Context: an optimization exercise on an open-source flow, tuned for small area, a short achievable clock period and few clock cycles. The choices shown serve that exercise and are no tape-out recipe.
The RTL was checked by simulation tests, not by an equivalence proof against the original design.
No activity file was given, so power comes from the tool's default toggle rates.

--- design/flow/config.mk ---
export PLATFORM = sky130hd
export DESIGN_NAME = cv_repack
export DESIGN_NICKNAME = cv_repack
export VERILOG_FILES = /design/flow/design.v
export SDC_FILE = /design/flow/constraint.sdc
export NUM_CORES = 4
export LEC_CHECK = 0
export ABC_AREA = 0
export CAP_MARGIN = 20
export CORE_MARGIN = 2
export CORE_UTILIZATION = 40
export CTS_CLUSTER_DIAMETER = 80
export CTS_CLUSTER_SIZE = 24
export PLACE_DENSITY = 0.6
export SLEW_MARGIN = 20
--- design/flow/flow/run.sh ---
#!/bin/bash
set -o pipefail
export BUFFER_PORTS_ARGS="-buffer_cell sky130_fd_sc_hd__buf_1"
export SETUP_SLACK_MARGIN=5.3
bash standard.sh > standard.log 2>&1
--- design/flow/design.v ---
module cv_repack (
    input  wire        clk,
    input  wire        rst,
    input  wire        cmd_valid,
    output wire        cmd_ready,
    input  wire [5:0]  cmd_old_w,
    input  wire [5:0]  cmd_new_w,
    input  wire [8:0]  cmd_count,
    input  wire        in_valid,
    output wire        in_ready,
    input  wire [31:0] in_data,
    output wire        out_valid,
    input  wire        out_ready,
    output wire [31:0] out_data,
    output reg         done_valid,
    output reg  [5:0]  done_bits,
    output reg         done_err
);
    function [31:0] low_mask;
        input [5:0] w;
        begin
            if (w >= 6'd32)
                low_mask = 32'hffff_ffff;
            else
                low_mask = (32'd1 << w) - 32'd1;
        end
    endfunction
    function [5:0] bits_needed;
        input [31:0] v;
        integer k;
        begin
            bits_needed = 6'd0;
            for (k = 0; k < 32; k = k + 1)
                if (v[k])
                    bits_needed = k[5:0] + 6'd1;
        end
    endfunction
    reg  [5:0]  ow, nw;
    reg  [8:0]  ecnt;          
    reg         busy;          
    reg         finp;          
    reg         fz;            
    reg         dpend;         
    reg         lastq;         
    reg  [31:0] b0, b1, b2;
    reg  [2:0]  wr, rw;        
    reg  [1:0]  cnt;
    reg  [4:0]  rp;
    reg  [5:0]  sp;            
    reg  [1:0]  lead;          
    reg  [2:0]  cr;            
    reg  [31:0] val_or;
    reg         ev;
    reg  [31:0] e;
    reg  [4:0]  e_wp;
    reg         e_cpl, e_last, e_fl;
    reg  [4:0]  wpr;           
    reg  [31:0] wacc;
    reg  [31:0] obuf;
    reg         ov;
    reg         fl;            
    reg         crdy;          
    assign cmd_ready = crdy;
    wire   accept    = cmd_valid && crdy;
    assign in_ready  = (cr != 3'd0) && (cnt != 2'd3);
    wire   load      = in_valid && in_ready;
    assign out_valid = ov;
    assign out_data  = obuf;
    wire   pop       = ov && out_ready;
    wire   ofree     = !ov || out_ready;
    wire [6:0]  s     = {2'b0, rp} + {1'b0, ow};        
    reg  [5:0]  lim;           
    reg         last;          
    wire        avail = busy && (lim[5] || cnt[1] || (cnt[0] && ({1'b0, rp} <= lim)));
    wire [2:0]  rw1   = {rw[1:0], rw[2]};
    wire [31:0] blo   = ({32{rw[0]}} & b0) | ({32{rw[1]}} & b1) | ({32{rw[2]}} & b2);
    wire [31:0] bhi   = ({32{rw[2]}} & b0) | ({32{rw[0]}} & b1) | ({32{rw[1]}} & b2);
    wire [63:0] fx    = {bhi, blo};
    wire [47:0] f4    = rp[4] ? fx[63:16] : fx[47:0];
    wire [39:0] f3    = rp[3] ? f4[47:8]  : f4[39:0];
    wire [35:0] f2    = rp[2] ? f3[39:4]  : f3[35:0];
    wire [33:0] f1    = rp[1] ? f2[35:2]  : f2[33:0];
    wire [31:0] fun   = rp[0] ? f1[32:1]  : f1[31:0];
    wire [31:0] m_ow  = low_mask(ow);
    wire [31:0] m_nw  = low_mask(nw);
    wire [31:0] elem  = fun & m_ow;
    wire        pop_w = s[5];
    wire [6:0]  t     = {2'b0, wpr} + {1'b0, nw};
    wire [31:0] r0    = e_wp[0] ? {e[30:0],  e[31]}     : e;
    wire [31:0] r1    = e_wp[1] ? {r0[29:0], r0[31:30]} : r0;
    wire [31:0] r2    = e_wp[2] ? {r1[27:0], r1[31:28]} : r1;
    wire [31:0] r3    = e_wp[3] ? {r2[23:0], r2[31:24]} : r2;
    wire [31:0] rot   = e_wp[4] ? {r3[15:0], r3[31:16]} : r3;
    wire [31:0] lm    = low_mask({1'b0, e_wp});
    wire [31:0] hi    = rot & ~lm;
    wire [31:0] lo    = rot & lm;
    wire [31:0] wm    = wacc & lm;
    wire        wstall = fl || (e_cpl && !ofree) || (e_last && lastq);
    wire        wtake  = ev && !wstall;
    wire        take   = avail && (!ev || wtake);
    wire        flush  = fl && ofree;
    wire        fin_now  = finp && !dpend;
    wire        done_now = dpend && lastq && ofree;
    wire        busy_n  = accept ? (cmd_count != 9'd0) : (busy && !(take && last));
    wire        finp_n  = (finp && !fin_now) || (accept && cmd_count == 9'd0) || (take && last);
    wire        dpend_n = fin_now || (dpend && !done_now);
    wire [1:0]  lead_p1 = lead + 2'd1;
    wire [1:0]  lead_m1 = lead - 2'd1;
    wire [2:0]  cr_p1   = cr + 3'd1;
    wire [2:0]  cr_m1   = cr - 3'd1;
    wire [1:0]  cnt_p1  = cnt + 2'd1;
    wire [1:0]  cnt_m1  = cnt - 2'd1;
    wire [6:0]  s2    = {1'b0, sp} + {1'b0, ow};
    wire        step  = (lead != 2'd3) && ((ecnt[8:2] != 7'd0) || (ecnt[1:0] > lead));
    wire        sinc  = step && (sp > lim);
    wire [5:0]  s2m   = sp - lim;
    always @(posedge clk) begin
        if (rst) begin
            busy       <= 1'b0;
            crdy       <= 1'b1;
            finp       <= 1'b0;
            fz         <= 1'b0;
            dpend      <= 1'b0;
            lastq      <= 1'b0;
            ecnt       <= 9'd0;
            wr         <= 3'b001;
            rw         <= 3'b001;
            cnt        <= 2'd0;
            rp         <= 5'd0;
            lead       <= 2'd0;
            cr         <= 3'd0;
            ev         <= 1'b0;
            wpr        <= 5'd0;
            ov         <= 1'b0;
            fl         <= 1'b0;
            done_valid <= 1'b0;
        end else begin
            if (accept) begin
                ow     <= cmd_old_w;
                nw     <= cmd_new_w;
                ecnt   <= cmd_count;
                lim    <= 6'd32 - cmd_old_w;
                last   <= (cmd_count == 9'd1);
                lead   <= {1'b0, cmd_count != 9'd0};
                sp     <= (cmd_count != 9'd0) ? cmd_old_w : 6'd0;
                wpr    <= 5'd0;
                rp     <= 5'd0;
            end else begin
                if (step)
                    sp    <= sinc ? s2m : s2[5:0];
                lead <= take ? (step ? lead : lead_m1) : (step ? lead_p1 : lead);
                if (take) begin
                    ecnt <= ecnt - 9'd1;
                    last <= (ecnt == 9'd2);
                    rp   <= last ? 5'd0 : s[4:0];
                    wpr  <= last ? 5'd0 : t[4:0];
                end
            end
            if (accept)
                cr <= {2'd0, (cmd_count != 9'd0) && (cmd_old_w != 6'd0)};
            else
                cr <= load ? (sinc ? cr : cr_m1) : (sinc ? cr_p1 : cr);
            if (take && last) begin
                wr  <= 3'b001;
                rw  <= 3'b001;
                cnt <= 2'd0;
            end else begin
                if (load)
                    wr <= {wr[1:0], wr[2]};
                if (take && pop_w)
                    rw <= rw1;
                cnt <= (take && pop_w) ? (load ? cnt : cnt_m1) : (load ? cnt_p1 : cnt);
            end
            if (take)
                ev <= 1'b1;
            else if (wtake)
                ev <= 1'b0;
            if (accept)
                fz <= (cmd_count == 9'd0);
            busy  <= busy_n;
            finp  <= finp_n;
            dpend <= dpend_n;
            crdy  <= !busy_n && !(finp_n && dpend_n);
            lastq <= (lastq && !done_now) || (fin_now && fz) || flush || (wtake && e_last && !e_fl);
            done_valid <= done_now;
            if (flush)
                fl <= 1'b0;
            else if (wtake && e_last)
                fl <= e_fl;
            if (flush || (wtake && e_cpl))
                ov <= 1'b1;
            else if (pop)
                ov <= 1'b0;
        end
        if (in_ready) begin
            if (wr[0]) b0 <= in_data;
            if (wr[1]) b1 <= in_data;
            if (wr[2]) b2 <= in_data;
        end
        if (accept)
            val_or <= 32'd0;
        else if (avail)
            val_or <= val_or | elem;
        if (take) begin
            e      <= elem & m_nw;
            e_wp   <= wpr;
            e_cpl  <= t[5];
            e_last <= last;
            e_fl   <= (t[4:0] != 5'd0);
        end
        if (fin_now) begin
            done_bits <= bits_needed(val_or);
            done_err  <= (bits_needed(val_or) > nw);
        end
        if (flush) begin
            obuf <= wacc;
        end else if (wtake) begin
            if (e_cpl) begin
                obuf <= wm | hi;
                wacc <= lo;
            end else begin
                wacc <= wm | hi;
            end
        end
    end
endmodule
--- design/flow/standard.sh ---
#!/bin/bash
# synth_recipe.tcl (not shown) runs the flow's synth.tcl, then flattens the netlist and writes it again
# the make line also repeats each setting of config.mk as NAME=value (left out here)
make -C /OpenROAD-flow-scripts/flow DESIGN_CONFIG=/design/flow/config.mk WORK_HOME=/design/flow/orfs CLKGATE_MAP_FILE= SYNTH_SCRIPT=/design/flow/synth_recipe.tcl "${@:-finish}"
--- design/flow/constraint.sdc ---
create_clock -name core_clock -period 8.0 [get_ports {clk}]
set_input_delay 1.6000 -clock core_clock [delete_from_list [all_inputs] [get_ports {clk}]]
set_output_delay 1.6000 -clock core_clock [all_outputs]
set_load 0.01 [all_outputs]
==> summary.txt, run 1 <==
Timing
  – Setup violations, final: 0
  – Final period util: 36.5%
  – Max Slew Vio Count: 0
  – Layout Skew: 0.0252 ns
  – Setup_tns: 0 ns
  – Final Hold Slack: 0.470 ns
  – RSZ-0062 raised after global routing: true
  – Final Hold Fails: 0
  – Worst rel slew slack: 22.6%
  – Worst Tran Pin Value: around 1.2 ns
  – Post-route minimum period: 2.92 ns
  – Fmax: ~0.34 GHz

Floorplan
  – Die ar.: roughly 50000 um^2
  – Chip Width: 224 um
  – Rows: 80
  – Die Y: 224 um
  – Core box area: 47600 um^2
  – Io pins: just over 100
  – Starting Density: between 40% and 50%

Clock tree
  – Hold Buf Count CTS: 0
  – Worst-skew pair later-pin latency: 0.58 ns
  – CTS Sinks: about 310
  – Clk slew on worst S/H paths: 0.09 ns
  – CTS tree: done
  – Htree depth: 1
  – Clock root buffer: clkbuf_16
  – TritonCTS buffer count: 25
  – CTS max path bufs: 3

Drt
  – Vias per std cell: roughly 6.3
  – Post-DRT Antenna Nets: 0
  – DR WL/cell: between 20 and 25 um
  – Residual DRC: 0
  – DRT Pass-1 Iters: 9
  – Routed via count: between 15000 and 20000
  – 1st-iter DRT viols: 2336
  – Final wirelength: 65200 um

Power and ir drop
  – Cell internal pwr: 4.03 mW
  – Clock Power Share: 21.7%
  – P_sw: 2.50 mW
  – Sw frac: 38.3%
  – Overall power: 6.53 mW
  – Lkg Pwr: ~8.8 nW
  – PwrDens: 268 nW/um^2
  – Power share of the sequential group: approximately 34%
  – Maximum VDD drop: 0.000160 V
  – Combinational share of power: approximately 44%

Layout
  – Finished Layout Cells: 2730
  – Multi-input gate area: between 10000 and 15000 um^2
  – Storage cell area: 8450 um^2
  – Most common cell after layout, fill and taps aside: edfxtp_1
  – Most frequent cells in the layout: 231 x edfxtp_1, 181 x nand2_1, 145 x buf_4, 130 x nor2_1, 104 x a21oi_1
  – Final #Nets: 2200
  – Layout cell share with drive strength beyond 1: 28.4%
  – Ant. Diodes: 0
  – Utilization after layout: 51.1%
  – Fillers: 4164
  – Area growth syn-to-layout: 26.3%

Logic synthesis
  – Most area-hungry cell type in the Yosys netlist: edfxtp_1
  – Warning count from the yosys run: 1
  – Main synth FF type: edfxtp_1
  – Seq/Total Area, Yosys: about 44%
  – Yosys top cell area share: 36.0%
  – Number of flops mapped to enable cells by yosys: 231
  – Gate Count Post-Synth: 1918
  – Syn_nets: 2021
  – Synth Cell Area: ~19000 um^2
  – Top cells by area, synth: edfxtp_1 36%, dfxtp_1 7.7%, mux4_2 5.5%
  – Avg Inst Size Synth: just over 10 um^2
  – FFs w/ async S/R, synth: 0%
  – Distinct cells, synth: 78
  – Synth Register Bits: 305

Worst setup path
  – Critical path's largest stage delay: 0.34 ns
  – Worst R2R Start: val_or[7]$_SDFFE_PP0P_
  – R2R setup slack: roughly 5.2 ns
  – Critical path class: register to output pin
  – Critical Path Fanout Max: 2
  – Critical Path Source Type: register
  – FF-to-FF path depth: 12
  – CP Cell Sequence: nor3_4, a21oi_4, buf_2
  – Slowest CP cell: dfxtp_2
  – Setup crit end kind: output pin
  – Crit path required time: 6.40 ns
  – Critical Path Sink: in_ready
  – Crit Reg-Reg Endpoint: done_err$_DFFE_PP_
  – CP Data Arrival Time: 1.32 ns
  – Critical path origin: cr[2]$_SDFFE_PP0P_

Global routing
  – Initial antenna violation count: 0
  – Vias in the first global route: 16308
  – GRT Total Usage: 25.0%
  – Overflow after GRT: 0
  – First-pass GRT wire length: 98000 um
  – Pin count of the biggest net entering global routing: 57

Worst hold path
  – Hold WC Path Type: register to register

Placement
  – Port bufs: 100
  – Placed cell count: 2514
  – Hpwl dp: 41600 um
  – RD Place Congestion: approximately 0.95

Run status
  – Outcome: finished clean

Job
  – Max-cap violations: 0
[worst max-delay path: cells and delay by family (launching register included)]
family                 cells  cell delay, ns
DFF                        1            0.34
and+or+nand+nor            1            0.21
AOI/OAI and AO/OA          1            0.05
buffers and inverters      1            0.15
[power by group through the flow]
stage	clock (mW)	sequential (mW)	combinational, mW
2_1_floorplan	0	2.18	1.57
3_3_place_gp	0	2.23	2.10
3_5_place_dp	0	2.24	2.13
4_1_cts	1.44	2.20	2.54
5_1_grt	1.50	2.24	3.10
6_report	1.42	2.22	2.90
[state kept, by name, indices dropped and copies added, names as in the netlist, 6 cells and up]
register,flops
e,32
b0,32
b2,32
val_or,32
ecnt,9
wacc,32
b1,32
done_bits,6
ow,6
obuf,32
nw,6
sp,6
[cell usage after synthesis (all sizes together), types with 17 or more instances]
| cell type | number |
|---|---|
| mux4 | 48 |
| xnor2 | 30 |
| a211oi | 23 |
| buf | 54 |
| nor3 | 41 |
| a21o | 18 |
| clkbuf | 92 |
| nand3 | 40 |
| o21ai | 127 |
| inv | 45 |
| o31ai | 22 |
| nor2 | 168 |
| a22oi | 42 |
| nand2 | 189 |
| a31oi | 24 |
| a222oi | 56 |
| edfxtp | 231 |
| ha | 40 |
| dfxtp | 74 |
| o22ai | 44 |
| mux2 | 45 |
| a221oi | 17 |
| mux2i | 95 |
| a21oi | 117 |
| nand2b | 19 |
[how the worst min path moves through the flow]
stage                           startpoint  cells after the start                      to
floorplan           val_or[0]$_SDFFE_PP0P_                      2  val_or[0]$_SDFFE_PP0P_
global placement    val_or[0]$_SDFFE_PP0P_                      2  val_or[0]$_SDFFE_PP0P_
detailed placement  val_or[0]$_SDFFE_PP0P_                      2  val_or[0]$_SDFFE_PP0P_
CTS                 val_or[0]$_SDFFE_PP0P_                      2  val_or[0]$_SDFFE_PP0P_
global route            wr[1]$_SDFFE_PP0P_                      2      wr[2]$_SDFFE_PP0P_
finish              val_or[0]$_SDFFE_PP0P_                      2  val_or[0]$_SDFFE_PP0P_
[final cells by class]
| cell class | count | area share (%) |
|---|---|---|
| Multi-Input combinational cell | 1418 | 46.7 |
| Timing Repair inverter | 2 | 0.0668 |
| Timing Repair Buffer | 296 | 10.5 |
| Inverter | 49 | 1.02 |
| Sequential cell | 305 | 34.7 |
| Clock buffer | 25 | 2.57 |
| Clock inverter | 20 | 1.28 |
| Tap cell | 615 | 3.16 |
[metal layers]
| layer | GRT usage (%) | wire, um | share of wire (%) | up-vias |
|---|---|---|---|---|
| met4 | 8.54 | 2350 | 3.6 | 0 |
| met3 | 3.29 | 4940 | 7.6 | 137 |
| met2 | 40.9 | 30800 | 47 | 831 |
| met1 | 34.3 | 27100 | 42 | 8497 |
| met5 | 0 | 0 | 0 | - |
| li1 | - | - | - | 7835 |
[repair_timing]
item                                    CTS  global route
setup buffers                           104            48
pin swaps                                68            98
endpoints found under the setup margin  248           214
gates resized for setup                 184           204
cloned                                   14             5
[logic make-up (layout without fill, tap and decap cells)]
family / count (synthesis) / after routing / synth area share (%)
AOI/OAI and AO/OA: 591 / 591 / 20.8
and+or+nand+nor: 550 / 550 / 13.0
DFF: 305 / 305 / 43.6
buffers and inverters: 195 / 392 / 4.26
muxes: 188 / 188 / 13.2
adders and majority gates: 45 / 45 / 3.11
xor gates and xnor gates: 44 / 44 / 2.04
[metrics by stage]
step | area (um^2) | setup WS (ns)
after floorplan | 19700 | 4.29
after global placement | 20300 | 3.70
after detailed placement | 20300 | 3.63
after CTS | 23200 | 5.07
after global routing | 24400 | 5.03
final | 24400 | 5.08
Testbench counts, summed over its fixed seeds: cycles 37,273.
==> inputs of run 2 (changes only) <==
==> design/flow/flow/run.sh (replaced) <==
#!/bin/bash
set -o pipefail
export BUFFER_PORTS_ARGS="-buffer_cell sky130_fd_sc_hd__buf_1"
export SETUP_SLACK_MARGIN=5.2
bash standard.sh > standard.log 2>&1
==> run 2 against run 1 <==
Effect of this change:
- non-clock buffer count is 75 lower
- setup slack lost 0.0020 ns
- maximum frequency barely moved
- clock power fell by 6%
- sequential power hardly changed
- clock skew grew 0.0056 ns
==> summary.txt, run 2 <==
Layout
  – Utilization after layout: 47.9%
  – Multi-input gate area: 10700 um^2
  – Layout cell share with drive strength beyond 1: 20.1%
  – Ant. Diodes: 0
  – Storage cell area: roughly 8500 um^2
  – Final #Nets: 2124
  – Most frequent cells in the layout: 231 x edfxtp_1, 185 x nand2_1, 144 x nor2_1, 110 x o21ai_0, 109 x a21oi_1
  – Most common cell after layout, fill and taps aside: edfxtp_1
  – Area growth syn-to-layout: 18.2%
  – Post-route cell area: 22800 um^2
  – Fillers: 4377

Timing
  – Fmax: ~0.34 GHz
  – Setup_tns: 0 ns
  – Final period util: 36.5%
  – Worst Tran Pin Value: 1.10 ns
  – Post-route minimum period: approximately 2.9 ns
  – Worst rel slew slack: about a quarter
  – RSZ-0062 raised after global routing: true
  – Setup violations, final: 0
  – Layout Skew: 0.0308 ns
  – Max Slew Vio Count: 0
  – Final Hold Fails: 0

Drt
  – DR WL/cell: 22.8 um
  – DRT Pass-1 Iters: 8
  – 1st-iter DRT viols: 2150
  – Residual DRC: 0
  – Vias per std cell: approximately 6.3
  – Final wirelength: between 60000 and 70000 um
  – Post-DRT Antenna Nets: 0
  – Routed via count: 16767

Power and ir drop
  – Lkg Pwr: 8.17 nW
  – Maximum VDD drop: 0.000148 V
  – PwrDens: roughly 270 nW/um^2

Worst setup path
  – Crit path required time: about 6.4 ns
  – Critical path class: register to output pin
  – Critical Path Source Type: register
  – FF-to-FF path depth: 12
  – Crit Reg-Reg Endpoint: done_err$_DFFE_PP_
  – Worst R2R Start: val_or[7]$_SDFFE_PP0P_
  – Critical Path Fanout Max: 2
  – CP Data Arrival Time: 1.32 ns
  – Critical Path Sink: in_ready
  – R2R setup slack: 5.11 ns
  – Setup crit end kind: output pin
  – Critical path origin: cr[0]$_SDFFE_PP0P_

Logic synthesis
  – FFs w/ async S/R, synth: 0%
  – Yosys top cell area share: 36.0%
  – Distinct cells, synth: 78
  – Gate Count Post-Synth: 1918
  – Main synth FF type: edfxtp_1
  – Seq/Total Area, Yosys: 43.6%
  – Most frequent cell after synthesis: edfxtp_1
  – Most area-hungry cell type in the Yosys netlist: edfxtp_1
  – Syn_nets: slightly above 2000
  – Synth Register Bits: 305
  – Commonest cells in the netlist: 231 x edfxtp_1, 189 x nand2_1, 167 x nor2_1
  – Avg Inst Size Synth: 10.1 um^2
  – Warning count from the yosys run: 1
  – Synth Cell Area: between 15000 and 20000 um^2
  – Number of flops mapped to enable cells by yosys: 231
  – Top cells by area, synth: edfxtp_1 36%, dfxtp_1 7.7%, mux4_2 5.5%

Job
  – Max-cap violations: 0

Clock tree
  – Hold Buf Count CTS: 0
  – Clk slew on worst S/H paths: 0.09 ns
  – Clock root buffer: clkbuf_16
  – CTS tree: done
  – CTS max path bufs: 3
  – CTS Sinks: 305
  – Worst-skew pair later-pin latency: 0.58 ns
  – TritonCTS buffer count: 24
  – Htree depth: 1

Placement
  – Placement Cell Area: 20200 um^2
  – Port bufs: 100
  – Hpwl dp: a little over 40000 um
  – RD Place Congestion: 0.941

Global routing
  – GRT Total Usage: 23.4%
  – Pin count of the biggest net entering global routing: between 70 and 80
  – Vias in the first global route: about 16000
  – Overflow after GRT: 0
  – First-pass GRT wire length: 92300 um
  – Initial antenna violation count: 0

Worst hold path
  – Hold WC Path Type: register to register

Floorplan
  – Rows: 80
  – Die ar.: 50000 um^2
  – Starting Density: 40.5%
  – Core box area: 47600 um^2
  – Chip Width: 224 um
  – Die Y: 224 um
  – Io pins: 101

Run status
  – Outcome: finished clean
## run 2: cell count changes in the layout (fill, tap and decap cells not counted), moves of 9 or more
cell / delta
buf_1: +33
buf_4: -56
clkbuf_2: -30
mux2i_1: +12
mux2i_4: -14
nor2_1: +14
nor2_2: -9
o21ai_0: +17
o21ai_2: -9
## run 2: critical path: stages (launching register included)
cell and delay, ns:
dfxtp_2 0.34, nor3_4 0.21, a21oi_4 0.05, buf_2 0.14
## run 2: logic make-up (layout without fill, tap and decap cells)
group,after synthesis,after routing,share of synthesized area [%]
AO/OA/AOI/OAI,591,591,20.8
XOR/XNOR,44,44,2.04
multiplexers,188,188,13.2
flip-flops,305,305,43.6
buffers and inverters,195,316,4.26
AND/OR/NAND/NOR,550,550,13.0
adder cells (fa/ha/maj),45,45,3.11
## run 2: metal layers
| metal | wire [um] | vias to the layer above | GRT usage, % |
|---|---|---|---|
| met4 | 1400 | 0 | 5.55 |
| li1 | - | 7660 | - |
| met3 | 5220 | 95 | 3.04 |
| met2 | 27100 | 800 | 36.4 |
| met1 | 26700 | 8212 | 34.5 |
| met5 | 0 | - | 0 |
## run 2: worst min-delay path by stage
stage,startpoint,endpoint,depth (start not counted)
2_1_floorplan,val_or[0]$_SDFFE_PP0P_,val_or[0]$_SDFFE_PP0P_,2
3_3_place_gp,val_or[0]$_SDFFE_PP0P_,val_or[0]$_SDFFE_PP0P_,2
3_5_place_dp,val_or[0]$_SDFFE_PP0P_,val_or[0]$_SDFFE_PP0P_,2
4_1_cts,val_or[0]$_SDFFE_PP0P_,val_or[0]$_SDFFE_PP0P_,2
5_1_grt,val_or[0]$_SDFFE_PP0P_,val_or[0]$_SDFFE_PP0P_,2
6_report,wr[0]$_SDFFE_PP1P_,wr[1]$_SDFFE_PP0P_,2
## run 2: area by class of cell
type	instances	area share, %
clock buffers	27	2.87
repair inverters	2	0.0713
well taps	615	3.38
multi-input cells	1418	47.1
clock inverters	17	1.04
inverters	49	1.02
repair buffers	221	7.49
flip-flops and latches	305	37.1
## run 2: metrics by stage
step                hold WS, ns  total power [mW]  setup WS (ns)  cells
floorplan                 0.426              3.74           4.29   1918
CTS                       0.473              5.92           5.05   2628
detailed placement        0.455              4.35           3.47   2517
finish                    0.471              6.04           5.08   2654
global placement          0.441              4.32           3.63   2517
global route              0.492              6.36           4.95   2654
## run 2: timing repair
action / in CTS / in global routing
buffers inserted: 59 / 21
hold endpoints to repair: 0 / 0
gates resized for setup: 122 / 70
cloned: 8 / 5
pin swaps: 40 / 24
setup endpoints to repair: 217 / 116
## run 2: power by group
part / leakage, nW / switching, mW / internal [mW] / total (mW)
clock: 0.432 / 0.691 / 0.646 / 1.34
sequential: 2.74 / 0.175 / 2.04 / 2.21
combinational: 4.99 / 1.44 / 1.06 / 2.49
==> inputs of run 3 (changes only) <==
==> design/flow/flow/run.sh (replaced) <==
#!/bin/bash
set -o pipefail
export BUFFER_PORTS_ARGS="-buffer_cell sky130_fd_sc_hd__buf_1"
export SETUP_SLACK_MARGIN=5.0
bash standard.sh > standard.log 2>&1
==> run 3 against run 2 <==
Effect of this change:
- highest routed layer is now met5
- first-iteration DRC count is 5.0% lower
- setup slack lost 0.076 ns
- critical endpoint is now done_err$_DFFE_PP_
- combinational power fell by 6%
- synthesized cell count did not move
- critical path type is now register to register
- design area fell by 4.5%
- still clean on timing, DRC and antenna
- maximum frequency decreased by 2.5%
- clock power fell by 8%
- non-clock buffer count shrank 36
- synthesized area is the same
- cell count decreased by 1.5%
- die area unchanged
==> summary.txt, run 3 <==
Run status
  – Outcome: finished clean

Global routing
  – Overflow after GRT: 0
  – GR peak layer: met2
  – First-pass GRT wire length: just under 90000 um
  – Initial antenna violation count: 1
  – M2 GR Usage: between 30 and 40%
  – Met3 usage: 3.95%
  – Vias in the first global route: 15021
  – Pin count of the biggest net entering global routing: 72
  – GRT met1 Usage: roughly a third
  – GRT Total Usage: between 20 and 25%

Timing
  – Layout Skew: around 0.030 ns
  – Worst Tran Pin Value: approximately 1.1 ns
  – Setup_tns: 0 ns
  – Fmax: 0.334 GHz
  – Max Slew Vio Count: 0
  – Worst rel slew slack: 28.8%
  – Setup violations, final: 0
  – RSZ-0062 raised after global routing: true
  – Final period util: 37.5%
  – Final Hold Fails: 0
  – Post-route minimum period: between 2 and 3 ns

Clock tree
  – CTS max path bufs: 3
  – Clk slew on worst S/H paths: 0.08 ns
  – CTS tree: done
  – Clock root buffer: clkbuf_16
  – Htree depth: 1
  – TritonCTS buffer count: 23
  – Worst-skew pair later-pin latency: 0.57 ns
  – CTS Sinks: 305
  – Hold Buf Count CTS: 0

Drt
  – Vias per std cell: 6.27
  – DRT Pass-1 Iters: 9
  – Residual DRC: 0
  – 1st-iter DRT viols: 2042
  – Routed via count: 16383
  – DR WL/cell: 22.2 um
  – Final wirelength: 58000 um
  – Post-DRT Antenna Nets: 0

Logic synthesis
  – Main synth FF type: edfxtp_1
  – Seq/Total Area, Yosys: 43.6%
  – Gate Count Post-Synth: 1918
  – Commonest cells in the netlist: 231 x edfxtp_1, 189 x nand2_1, 167 x nor2_1
  – Warning count from the yosys run: 1
  – FFs w/ async S/R, synth: 0%
  – Most frequent cell after synthesis: edfxtp_1
  – Most area-hungry cell type in the Yosys netlist: edfxtp_1
  – Syn_nets: 2021
  – Distinct cells, synth: 78
  – Top cells by area, synth: edfxtp_1 36%, dfxtp_1 7.7%, mux4_2 5.5%
  – Yosys top cell area share: 36.0%
  – Synth Register Bits: 305
  – Synth Cell Area: 19300 um^2
  – Number of flops mapped to enable cells by yosys: between 200 and 250
  – Avg Inst Size Synth: a little over 10 um^2

Job
  – Max-cap violations: 0

Layout
  – Layout cell share with drive strength beyond 1: between 10% and 20%
  – Post-route cell area: 21800 um^2
  – Finished Layout Cells: 2614
  – Multi-input gate area: 10400 um^2
  – Area growth syn-to-layout: 12.9%
  – Most frequent cells in the layout: 231 x edfxtp_1, 184 x nand2_1, 152 x nor2_1, 113 x o21ai_0, 113 x a21oi_1
  – Most common cell after layout, fill and taps aside: edfxtp_1
  – Fillers: 4544
  – Ant. Diodes: 0
  – Storage cell area: 8430 um^2
  – Final #Nets: 2086

Worst setup path
  – Crit path required time: between 8 and 9 ns
  – CP Data Arrival Time: 3.30 ns
  – Critical path origin: val_or[7]$_SDFFE_PP0P_
  – Slowest CP cell: or4_1
  – Critical path class: register to register
  – CP Cell Sequence: or4_1, a21oi_1, o21ba_2, o21ai_0, a31oi_2, ha_1, o21a_1, o21a_1, o21ai_1, nand2b_1, a21oi_1, a31oi_1
  – Critical Path Source Type: register
  – Setup crit end kind: register
  – Critical Path Fanout Max: 4
  – Worst path bufs/invs: 0
  – Cell class contributing the biggest share of worst-path delay: compound AO/OA/AOI/OAI gates
  – Critical path's largest stage delay: 0.63 ns
  – Worst R2R Start: val_or[7]$_SDFFE_PP0P_

Floorplan
  – Die Y: ~220 um
  – Chip Width: 224 um
  – Io pins: 101
  – Die ar.: 50000 um^2
  – Core box area: 47600 um^2
  – Rows: 80
  – Starting Density: between 40% and 50%

Power and ir drop
  – Overall power: around 5.8 mW
  – Clock Power Share: 21.4%
  – Lkg Pwr: 7.76 nW
  – Combinational share of power: between 40% and 50%
  – Cell internal pwr: 3.59 mW
  – Sw frac: a little under two fifths
  – PwrDens: 265 nW/um^2
  – Maximum VDD drop: 0.000220 V
  – Power share of the sequential group: 38.0%
  – P_sw: 2.19 mW

Placement
  – Hpwl dp: 40100 um
  – RD Place Congestion: slightly above 0.9
  – Placed cell count: 2517
  – Placement Cell Area: 20100 um^2
  – Port bufs: 100

Worst hold path
  – Hold Crit Start: val_or[0]$_SDFFE_PP0P_
  – Hold WC Path Type: register to register
run 3: changes by cell type in the layout (fill, tap and decap cells not counted), moves of 7 or more:
cell / delta
nor2_4: -10
clkinv_8: -7
buf_4: -21
dfxtp_1: +8
mux2i_2: -9
nor2_1: +8
mux2i_1: +11
run 3: power groups by stage:
stage,clock (mW),sequential [mW],combinational [mW]
final,1.23,2.20,2.35
after global routing,1.31,2.23,2.55
after floorplan,0,2.18,1.53
after detailed placement,0,2.23,2.12
after global placement,0,2.22,2.08
after CTS,1.26,2.19,2.25
run 3: cell type report:
class,count,area share (%)
clock inverter,9,0.580
clock buffer,32,2.99
multi-input combinational,1418,47.7
sequential,305,38.7
inverter,49,1.01
timing repair buffer,185,5.40
timing repair inverter,1,0.0345
tap,615,3.53
run 3: per-stage QoR:
step,hold slack [ns],utilization (%),worst slack (ns)
global route,0.501,45.7,4.87
detailed placement,0.454,42.1,3.58
CTS,0.474,44.9,4.93
global placement,0.439,42.1,3.74
finish,0.465,45.7,5.00
floorplan,0.426,-,4.29
run 3: kinds of logic after synthesis:
| family | count (synthesis) | synth area share (%) |
|---|---|---|
| AO/OA/AOI/OAI | 591 | 20.8 |
| XOR/XNOR | 44 | 2.04 |
| adder cells (fa/ha/maj) | 45 | 3.11 |
| buffers and inverters | 195 | 4.26 |
| flip-flops | 305 | 43.6 |
| multiplexers | 188 | 13.2 |
| AND/OR/NAND/NOR | 550 | 13.0 |
run 3: routing by layer:
metal  up-vias  routed length [um]
li1       7562                   -
met1      8002               26200
met2       724               25700
met3        93                4710
met4         2                1440
met5         -                  13
run 3: worst paths after layout:
kind / depth (start not counted) / slack [ns] / end
min reg2reg: 2 / 0.47 / val_or[0]$_SDFFE_PP0P_
min: 2 / 0.47 / val_or[0]$_SDFFE_PP0P_
max reg2reg: 12 / 5.00 / done_err$_DFFE_PP_
max: 12 / 5.00 / done_err$_DFFE_PP_
run 3: worst min-delay path, stage by stage, from the launching register on:
cell and delay (ns):
dfxtp_1 0.33, nand2_1 0.05, o21ai_0 0.06
run 3: timing repair:
item                       in CTS  in global routing
gates resized for setup        71                 51
pin swaps                      23                 24
setup endpoints to repair     191                 77
cloned                          1                  3
setup buffers                  32                 20
==> inputs of run 4 (changes only) <==
--- a/design/flow/design.v
+++ b/design/flow/design.v
@@ -64,3 +64,4 @@
     wire   accept    = cmd_valid && crdy;
-    assign in_ready  = (cr != 3'd0) && (cnt != 2'd3);
+    reg         irdy;          
+    assign in_ready  = irdy;
     wire   load      = in_valid && in_ready;
@@ -119,2 +120,3 @@
             busy       <= 1'b0;
+            irdy       <= 1'b0;
             crdy       <= 1'b1;
@@ -183,2 +185,7 @@
             crdy  <= !busy_n && !(finp_n && dpend_n);
+            irdy  <= (accept ? ((cmd_count != 9'd0) && (cmd_old_w != 6'd0))
+                             : (load ? (sinc ? (cr != 3'd0) : (cr != 3'd1))
+                                     : (sinc || (cr != 3'd0))))
+                  && ((take && last) || ((take && pop_w) ? (!load || cnt != 2'd3)
+                                                         : (load ? (cnt != 2'd2) : (cnt != 2'd3))));
             lastq <= (lastq && !done_now) || (fin_now && fz) || flush || (wtake && e_last && !e_fl);
==> run 4 against run 3 <==
Effect of this change:
- still clean on timing, DRC and antenna
- largest power group is now sequential cells
- largest cell class unchanged
- total power is 11% lower
- clock skew increased by 0.013 ns
- first-iteration DRC count shrank 14%
==> summary.txt, run 4 <==
Run status
  – Outcome: finished clean

Global routing
  – GR peak layer: met2
  – Overflow after GRT: 0
  – Vias in the first global route: ~15000
  – First-pass GRT wire length: between 80000 and 90000 um
  – Met3 usage: 2.26%
  – GRT Total Usage: 22.5%
  – GRT met1 Usage: 30.2%
  – M2 GR Usage: a little under two fifths
  – Pin count of the biggest net entering global routing: 66
  – Initial antenna violation count: 0

Timing
  – RSZ-0062 raised after global routing: true
  – Final Hold Fails: 0
  – Max Slew Vio Count: 0
  – Layout Skew: 0.0430 ns
  – Final period util: 37.7%
  – Fmax: 0.332 GHz
  – Post-route minimum period: ~3 ns
  – Setup_tns: 0 ns
  – Worst Tran Pin Value: 0.855 ns
  – Setup violations, final: 0
  – Worst rel slew slack: 43.0%
  – Final WS setup: roughly 5 ns

Floorplan
  – Die ar.: 50100 um^2
  – Die Y: 224 um
  – Core box area: 47700 um^2
  – Starting Density: 40.5%
  – Rows: 80
  – Io pins: 101
  – Chip Width: between 200 and 250 um

Logic synthesis
  – Most area-hungry cell type in the Yosys netlist: edfxtp_1
  – Commonest cells in the netlist: 231 x edfxtp_1, 190 x nand2_1, 169 x nor2_1
  – Most frequent cell after synthesis: edfxtp_1
  – FFs w/ async S/R, synth: 0%
  – Distinct cells, synth: 73
  – Synth Cell Area: 19300 um^2
  – Gate Count Post-Synth: ~1900
  – Warning count from the yosys run: 1
  – Seq/Total Area, Yosys: 43.7%
  – Synth Register Bits: slightly above 300
  – Number of flops mapped to enable cells by yosys: 231
  – Syn_nets: 1984
  – Avg Inst Size Synth: 10.3 um^2
  – Main synth FF type: edfxtp_1
  – Yosys top cell area share: 35.9%
  – Top cells by area, synth: edfxtp_1 36%, dfxtp_1 7.8%, mux4_2 7.3%

Clock tree
  – Htree depth: 1
  – TritonCTS buffer count: 23
  – Hold Buf Count CTS: 0
  – CTS max path bufs: 3
  – Worst-skew pair later-pin latency: 0.59 ns
  – CTS tree: done
  – Clk slew on worst S/H paths: 0.09 ns
  – Clock root buffer: clkbuf_16
  – CTS Sinks: 306

Worst setup path
  – CP Data Arrival Time: around 3.3 ns
  – Critical path's largest stage delay: 0.63 ns
  – FF-to-FF path depth: 8
  – CP Cell Sequence: buf_4, clkbuf_16, a222oi_1, mux2i_1, mux4_2, a22oi_1, nand2_2, o211a_1
  – Critical path class: register to register
  – Crit path required time: between 8 and 9 ns
  – Setup crit end kind: register
  – Critical Path Fanout Max: 16
  – Critical Path Source Type: register
  – Slowest CP cell: a222oi_1

Power and ir drop
  – PwrDens: 230 nW/um^2
  – Maximum VDD drop: 0.000189 V
  – Lkg Pwr: 8.04 nW

Placement
  – Placement Cell Area: 20300 um^2
  – RD Place Congestion: 0.928
  – Port bufs: 100
  – Pre-CTS setup slack: 3.11 ns
  – Hpwl dp: 40800 um

Layout
  – Most frequent cells in the layout: 231 x edfxtp_1, 173 x nand2_1, 154 x nor2_1, 104 x a21oi_1, 101 x o21ai_0
  – Ant. Diodes: 0
  – Area growth syn-to-layout: 15.9%
  – Layout cell share with drive strength beyond 1: between 15 and 20%
  – Final #Nets: 2066
  – Post-route cell area: 22400 um^2
  – Most common cell after layout, fill and taps aside: edfxtp_1
  – Fillers: 4356

Drt
  – 1st-iter DRT viols: approximately 1800
  – DR WL/cell: 23.0 um
  – Routed via count: 16185
  – Post-DRT Antenna Nets: 0
  – Final wirelength: 59700 um
  – DRT Pass-1 Iters: 7
  – Vias per std cell: 6.25
  – Residual DRC: 0

Worst hold path
  – Hold Path Depth: 2
  – Hold WC Path Type: register to register

Job
  – Max-cap violations: 0
[run 4: changes by cell type after synthesis, sizes merged, moves of 7 or more]
cell	change
buf	-12
inv	+10
a21o	-7
o21ai	-11
mux2	+7
xnor2	-7
mux4	+17
a221o	-10
o22ai	-25
a221oi	-9
[run 4: path summary, 6_finish.rpt]
kind                                              from                      to  slack, ns
worst max-delay path                rw[2]$_SDFFE_PP0P_         e[22]$_DFFE_PP_       4.99
worst min register to register  val_or[0]$_SDFFE_PP0P_  val_or[0]$_SDFFE_PP0P_       0.47
worst min-delay path            val_or[0]$_SDFFE_PP0P_  val_or[0]$_SDFFE_PP0P_       0.47
worst max register to register      rw[2]$_SDFFE_PP0P_         e[22]$_DFFE_PP_       4.99
[run 4: critical path, delay by kind of cell (launching register included)]
family,cells,cell delay (ns)
muxes,2,0.81
buffers and inverters,2,0.34
DFF,1,0.41
AOI/OAI and AO/OA,3,1.05
and+or+nand+nor,1,0.13
[run 4: per-layer routing]
| layer | vias up | share of wire (%) |
|---|---|---|
| met5 | - | 0 |
| met4 | 0 | 3.4 |
| met3 | 109 | 5.8 |
| met2 | 646 | 49 |
| met1 | 7965 | 42 |
| li1 | 7465 | - |
[run 4: cell type report]
type                    count  area [um^2]  share of cell area [%]
clock buffers              27          643                    2.87
clock inverters            14          244                    1.09
inverters                  58          293                    1.31
multi-input cells        1378        10600                    47.3
flip-flops and latches    306         8460                    37.8
well taps                 615          769                    3.43
repair buffers            192         1390                    6.21
repair inverters            1         7.51                  0.0335
[run 4: logic make-up (layout without fill, tap and decap cells)]
group | Yosys count | in the layout | share of synthesized area [%]
AO/OA/AOI/OAI | 535 | 535 | 19.0
XOR/XNOR | 41 | 41 | 1.86
adder cells (fa/ha/maj) | 48 | 48 | 3.26
buffers and inverters | 194 | 292 | 4.04
flip-flops | 306 | 306 | 43.7
multiplexers | 217 | 217 | 15.8
AND/OR/NAND/NOR | 537 | 537 | 12.4
[run 4: timing repair]
item | in CTS | in global routing
pin swaps | 14 | 36
setup buffers | 18 | 28
endpoints found under the setup margin | 192 | 86
gates resized for setup | 71 | 89
gates cloned | 3 | 9
[run 4: metrics by stage]
stage | instances | util (%) | hold WS (ns) | power (mW)
6_report | 2591 | 46.9 | 0.470 | 5.15
5_1_grt | 2591 | 46.9 | 0.500 | 5.41
4_1_cts | 2554 | 45.2 | 0.471 | 5.06
3_5_place_dp | 2492 | 42.4 | 0.450 | 3.65
3_3_place_gp | 2492 | 42.4 | 0.443 | 3.62
2_1_floorplan | 1878 | - | 0.424 | 3.19
[run 4: power breakdown]
group / switching (mW) / leakage (nW) / internal (mW)
registers: 0.123 / 2.74 / 1.91
logic: 1.04 / 4.87 / 0.741
clock network: 0.673 / 0.426 / 0.661
Testbench counts of run 4, summed over its fixed seeds: cycles 37,273.

-- afterwards: timing with drivers on the ports --
The results above use ideal ports. As a check the final layouts listed here were re-extracted and re-timed, cells and wires unchanged.
Step 1 assumes that a clkbuf_16 drives the clock port and a buf_2 every other input.
Step 2, shift: input delay + t, output delay - t, t = (earliest + latest rising clock arrival at the registers) / 2. This alone moves slack from input paths to output paths.
a / b / c = ideal ports / drivers / drivers and shift; a / b = the first two.
run	t, ns	setup slack, ns	worst hold slack (ns)	slew at the worst register clock pin (ns)
run 1	0.623	5.080 / 5.023 / 4.640	0.470 / 0.470 / 0.470	0.10 / 0.10
run 2	0.621	5.078 / 5.023 / 4.596	0.471 / 0.471 / 0.471	0.10 / 0.10
run 3	0.610	5.002 / 5.002 / 4.495	0.465 / 0.465 / 0.465	0.10 / 0.10
run 4	0.628	4.986 / 4.986 / 4.507	0.470 / 0.470 / 0.470	0.09 / 0.09
After both steps setup and hold are still met in every run listed. The setup slack of run 3, which loses most, moves by 0.000 ns with the drivers and by -0.507 ns with both steps.
